Source: an optimization exercise on an open RTL-to-GDS flow (aim: small area, a short achievable clock period and few clock cycles). Production flows keep margins and buffers that such runs may drop.
In this exercise RTL edits were held to simulation tests only and were not proved equivalent to the original.

===== design/flow/config.mk =====
export PLATFORM = sky130hd
export DESIGN_NAME = rot_geom
export DESIGN_NICKNAME = rot_geom
export VERILOG_FILES = /design/flow/design.v
export SDC_FILE = /design/flow/constraint.sdc
export NUM_CORES = 4
export LEC_CHECK = 0
export CAP_MARGIN = 20
export CORE_MARGIN = 2
export CORE_UTILIZATION = 40
export PLACE_DENSITY = 0.6
export SLEW_MARGIN = 20

===== design/flow/constraint.sdc =====
create_clock -name core_clock -period 13.0 [get_ports {clk}]
set_input_delay 2.6000 -clock core_clock [delete_from_list [all_inputs] [get_ports {clk}]]
set_output_delay 2.6000 -clock core_clock [all_outputs]
set_load 0.01 [all_outputs]

===== design/flow/design.v =====
module rot_geom (
    input  wire        clk,
    input  wire        rst,         
    input  wire        start,
    input  wire        op,          
    input  wire [15:0] w,
    input  wire [15:0] h,
    input  wire [15:0] sin_q,       
    input  wire [15:0] cos_q,       
    output wire        busy,
    output wire        done,
    output reg  [7:0]  errcode,
    output reg  [31:0] res_a,       
    output reg  [31:0] res_b        
);
    localparam [2:0] S_IDLE = 3'd0,
                     S_PROD = 3'd1,
                     S_SETUP = 3'd2,
                     S_DIVA = 3'd3,
                     S_DIVB = 3'd4,
                     S_FIN  = 3'd5;
    reg [2:0] state;
    assign busy = (state != S_IDLE) && (state != S_FIN);
    assign done = (state == S_FIN);
    reg        op_q;
    reg [15:0] w_q, h_q, s_q, c_q;
    reg [31:0] p_wc, p_hs, p_ws, p_hc, p_sc, p_cc, p_ss;
    wire        w_long   = (w_q >= h_q);
    wire [15:0] long_d   = w_long ? w_q : h_q;
    wire [15:0] short_d  = w_long ? h_q : w_q;
    wire signed [33:0] den_s = $signed({2'b00, p_cc}) - $signed({2'b00, p_ss});
    wire [47:0] thin_lhs = {2'b00, short_d, 30'd0};
    wire [48:0] thin_rhs = {p_sc, 1'b0} * long_d;
    wire        thin     = ({1'b0, thin_lhs} <= thin_rhs) || (den_s == 34'sd0);
    wire signed [33:0] num_a_s = $signed({2'b00, p_wc}) - $signed({2'b00, p_hs});
    wire signed [33:0] num_b_s = $signed({2'b00, p_hc}) - $signed({2'b00, p_ws});
    wire [33:0] num_a_abs = num_a_s[33] ? -num_a_s : num_a_s;
    wire [33:0] num_b_abs = num_b_s[33] ? -num_b_s : num_b_s;
    wire [33:0] den_abs   = den_s[33] ? -den_s : den_s;
    wire [32:0] bw_sum = {1'b0, p_wc} + {1'b0, p_hs};
    wire [32:0] bh_sum = {1'b0, p_ws} + {1'b0, p_hc};
    reg [47:0] dv_num;       
    reg [47:0] dv_quo;
    reg [31:0] dv_den;
    reg [32:0] dv_rem;
    reg [5:0]  dv_cnt;
    reg        dv_neg;       
    reg [47:0] num_b_hold;
    reg [31:0] den_b_hold;
    reg        neg_b_hold;
    wire [32:0] dv_trial = {dv_rem[31:0], dv_num[47]};
    wire        dv_ge    = (dv_trial >= {1'b0, dv_den});
    wire [32:0] dv_next  = dv_ge ? (dv_trial - {1'b0, dv_den}) : dv_trial;
    wire [47:0] dv_qnext = {dv_quo[46:0], dv_ge};
    wire [47:0] dv_result = dv_qnext + {47'd0, dv_neg && (dv_next != 33'd0)};
    always @(posedge clk) begin
        if (rst) begin
            state   <= S_IDLE;
            errcode <= 8'h00;
            res_a   <= 32'd0;
            res_b   <= 32'd0;
        end else begin
            case (state)
                S_IDLE, S_FIN: begin
                    state <= S_IDLE;
                    if (start) begin
                        op_q <= op;
                        w_q  <= w;
                        h_q  <= h;
                        s_q  <= sin_q;
                        c_q  <= cos_q;
                        if (w == 16'd0 || h == 16'd0) begin
                            errcode <= 8'h32;
                            res_a   <= 32'd0;
                            res_b   <= 32'd0;
                            state   <= S_FIN;
                        end else begin
                            errcode <= 8'h00;
                            state   <= S_PROD;
                        end
                    end
                end
                S_PROD: begin
                    p_wc  <= w_q * c_q;
                    p_hs  <= h_q * s_q;
                    p_ws  <= w_q * s_q;
                    p_hc  <= h_q * c_q;
                    p_sc  <= s_q * c_q;
                    p_cc  <= c_q * c_q;
                    p_ss  <= s_q * s_q;
                    state <= S_SETUP;
                end
                S_SETUP: begin
                    if (!op_q) begin
                        res_a <= bw_sum[32:15];
                        res_b <= bh_sum[32:15];
                        state <= S_FIN;
                    end else if (thin) begin
                        if (s_q == 16'd0 && c_q == 16'd0) begin
                            res_a <= 32'd0;
                            res_b <= 32'd0;
                            state <= S_FIN;
                        end else begin
                            dv_num     <= {18'd0, short_d, 14'd0};
                            dv_den     <= {16'd0, w_long ? s_q : c_q};
                            dv_neg     <= 1'b0;
                            num_b_hold <= {18'd0, short_d, 14'd0};
                            den_b_hold <= {16'd0, w_long ? c_q : s_q};
                            neg_b_hold <= 1'b0;
                            dv_rem     <= 33'd0;
                            dv_quo     <= 48'd0;
                            dv_cnt     <= 6'd0;
                            state      <= S_DIVA;
                        end
                    end else begin
                        dv_num     <= {num_a_abs[32:0], 15'd0};
                        dv_den     <= den_abs[31:0];
                        dv_neg     <= num_a_s[33] ^ den_s[33];
                        num_b_hold <= {num_b_abs[32:0], 15'd0};
                        den_b_hold <= den_abs[31:0];
                        neg_b_hold <= num_b_s[33] ^ den_s[33];
                        dv_rem     <= 33'd0;
                        dv_quo     <= 48'd0;
                        dv_cnt     <= 6'd0;
                        state      <= S_DIVA;
                    end
                end
                S_DIVA, S_DIVB: begin
                    dv_rem <= dv_next;
                    dv_quo <= dv_qnext;
                    dv_num <= {dv_num[46:0], 1'b0};
                    dv_cnt <= dv_cnt + 6'd1;
                    if (dv_cnt == 6'd47) begin
                        if (state == S_DIVA) begin
                            res_a  <= dv_result[31:0];
                            dv_num <= num_b_hold;
                            dv_den <= den_b_hold;
                            dv_neg <= neg_b_hold;
                            dv_rem <= 33'd0;
                            dv_quo <= 48'd0;
                            dv_cnt <= 6'd0;
                            state  <= S_DIVB;
                        end else begin
                            res_b <= dv_result[31:0];
                            state <= S_FIN;
                        end
                    end
                end
                default: state <= S_IDLE;
            endcase
        end
    end
endmodule

===== design/flow/run.sh =====
#!/bin/bash
# synth_recipe.tcl (not shown) runs the flow's synth.tcl, then flattens the netlist and writes it again
# the make line also repeats each setting of config.mk as NAME=value (left out here)
make -C /OpenROAD-flow-scripts/flow DESIGN_CONFIG=/design/flow/config.mk WORK_HOME=/design/flow/orfs CLKGATE_MAP_FILE= SYNTH_SCRIPT=/design/flow/synth_recipe.tcl finish

==> run summary <==
-- metal layers --
metal | vias to the layer above | track usage (%) | part of all wire [%]
met1 | 41200 | 33.3 | 42
li1 | 37000 | - | -
met4 | 0 | 7.22 | 3.5
met3 | 447 | 4.89 | 9.2
met2 | 3093 | 37.8 | 45
met5 | - | 0 | 0
-- cells by family after synthesis --
family          share of synthesized area [%]
xor+xnor                                 3.97
mux                                      1.10
fa+ha+maj                                45.1
flops                                    15.2
simple gates                             15.5
other cells                           0.00354
buf+inv                                  10.4
compound gates                           8.74
-- cell usage in the layout (no fill, tap or decap), drive strengths merged, types with 62 or more instances in the layout --
cell type	synthesis	layout
nor2	682	682
mux2i	79	79
ha	1069	1069
a21oi	426	426
nand2b	70	70
nand3	100	100
inv	2321	2327
xor2	169	169
nand2	1596	1596
nor3	117	117
and2	604	604
o21bai	62	62
xnor2	311	311
o31ai	62	62
and3	82	82
clkdlybuf4s50	0	135
a21o	126	126
dfxtp	68	68
o21ai	262	262
a211oi	82	82
clkbuf	506	92
buf	61	284
fa	1720	1720
edfxtp	490	490
-- repair_timing --
item	CTS	global route
gates resized for setup	0	36
hold buffers	0	0
buffers inserted	0	21
endpoints found under the setup margin	0	403
-- per-stage QoR --
step,TNS [ps],instance area [um^2],utilization (%)
after detailed placement,0,112000,42.5
after global routing,-4050,115000,43.6
after floorplan,-1510,106000,-
after global placement,0,112000,42.5
final,0,115000,43.6
after CTS,0,114000,43.4
-- worst paths after layout --
kind	startpoint	to	slack [ps]	depth (start not counted)
worst max register to register	w_q[0]	dv_den[20]	460	54
worst min register to register	res_a[7]	res_a[7]	450	2
worst max-delay path	w_q[0]	dv_den[20]	460	54
worst min-delay path	res_a[7]	res_a[7]	450	2
-- flip-flops by register name, summed over array words and instances, names as in the netlist, 31 cells and up --
signal / count
dv_num: 34
num_b_hold: 34
den_b_hold: 32
dv_den: 32
dv_rem: 32
p_hc: 32
p_hs: 32
p_sc: 32
p_wc: 32
p_ws: 32
res_a: 32
res_b: 32
dv_quo: 31
p_cc: 31
p_ss: 31
-- critical path: cells and delay by family, from the launching register on --
kind | cells | cell delay (ps)
AOI/OAI and AO/OA | 18 | 3550
xor gates and xnor gates | 1 | 80
adders and majority gates | 9 | 3820
buffers and inverters | 11 | 1460
DFF | 1 | 390
muxes | 1 | 420
and+or+nand+nor | 14 | 2500
-- final cells by class --
cell class              instances  share of cell area, %
clock buffers                  90                   1.70
clock inverters                37                  0.329
inverters                    2333                   7.64
well taps                    3515                   3.84
multi-input cells            8355                   69.2
repair buffers                421                   3.30
diodes                          3                0.00655
flip-flops and latches        558                   14.0
==> impl_metrics.yaml <==
status:
  status: "no timing/DRC/antenna violations"
layout:
  nFillCells: 26000
  final_nets: 14600
  syn_to_final_growth_pct: 8.16
  drive_gt1_share_pct: 4.88
  fin_cells: 15300
  multiInputGateArea_mm2: 0.0793
  final-seq-area_mm2: 0.0161
placement:
  io_buffers: 136
  dp.final_hpwl_um: 248000
  place.gp.congestion: 0.942
  dp_slack_ps: 121
  dp_cells: 15200
yosys:
  ys.flop_type: "edfxtp_1"
  yosys_warnings: 1
  ys_async_sr_fraction_pct: 0
  yosysTopAreaCellShare_pct: 32.5
  synth_area_leaders: "fa_1 (32%), edfxtp_1 (14%), ha_1 (13%)"
  seq_area_frac_synth_pct: 15.2
  synth_common_cells: "inv_1 (2314), fa_1 (1720), nand2_1 (1596), ha_1 (1069), nor2_1 (682)"
  avgSynthCellArea_um2: 8.98
  netlist_area_mm2: 0.106
  synth_seq_cells: 558
  synth_area_leader_cell: "fa_1"
  synth_edf_count: 490
  yosysMostFrequentCell: "inv_1"
  syn-instance-count: 11800
  ys_types: 111
drt:
  drt_iter0_markers: 7150
  viasPerCell: 5.33
  postRouteAntennaNets: 0
  first_pass_iters: 6
  avgRoutedWirePerCell_um: 21.4
  routed_wl_um: 327000
  drc: 0
  vias: 81700
cts:
  clk_path_buf_depth: 3
  insertion_delay_ps: 700
  cts_buffers: 70
  cts.sinks: 558
  cts.clk_slew.worst_paths_ps: 60
  cts_htree_levels: 3
  cts_tree: "built"
  root_buffer: "clkbuf_16"
worst_hold_path:
  hp-class: "flop to flop"
flow_run:
  cap_violations: 0
sta:
  fin_ws_ps: 458
  finalCritPeriodShare_pct: 96.5
  slew_headroom_pct: 21.7
  timing.fmax_ghz: 0.0797
  slew_viol_final: 0
  worst_slew_pin_slew_ps: 1160
  whs_ps: 455
  finClkSkew_ps: 47.7
  setup_viol: 0
  hold_viol_final: 0
  period_minus_slack_ps: 12540
critical_path:
  crit_path_end_kind: "flop"
  required_ps: 13420
  critPathLaunchType: "flop"
  path_common_cell: "fa_1"
  critPathMaxStageDelay_ps: 570
  cp.arrival_ps: 12960
  critPathMaxFanout: 17
  crit_type: "flop to flop"
  slowest_stage: "or4_1"
global_routing:
  grt.total_usage_pct: 24.0
  grt_pass1_vias: 81700
  grt_overflow_total: 0
  grt_max_degree: 93
  grt_pass1_wl_um: 498000
  antenna_found_initial: 15
die:
  core_area_mm2: 0.263
  dieArea_mm2: 0.269
  rows: 188
  io_pins: 142
  fp.dieW_um: 519
  die_h_um: 519
  start_util_pct: 40.3
Testbench counts, summed over its fixed seeds: cycles 120,680.

==> port drivers added, routing unchanged <==
The flow's constraints put no driver on any port. The routed layout listed below was extracted and timed again, unchanged, in two steps.
Step 1 sets driving cells, clkbuf_16 on the clock port and buf_2 on the other inputs (assumed; they add their load-dependent delay and slew).
Step 2 times the ports against the registers' clock, not the clock port: input delays grow and output delays shrink by t, the midpoint of the rising clock arrivals with the driver on.
Slacks: ideal / step 1 / step 2; pairs: ideal / step 1.
t (ns): 0.752
slack for setup (ns): 0.458 / 0.458 / 0.458
hold WS [ns]: 0.455 / 0.455 / 0.455
latest minus earliest clock arrival (ns): 0.048 / 0.047
slew at the worst register clock pin (ns): 0.07 / 0.07
After both steps this run still meets setup and hold. For this run, drivers alone change the setup slack by 0.000 ns; drivers and shift together by 0.000 ns.
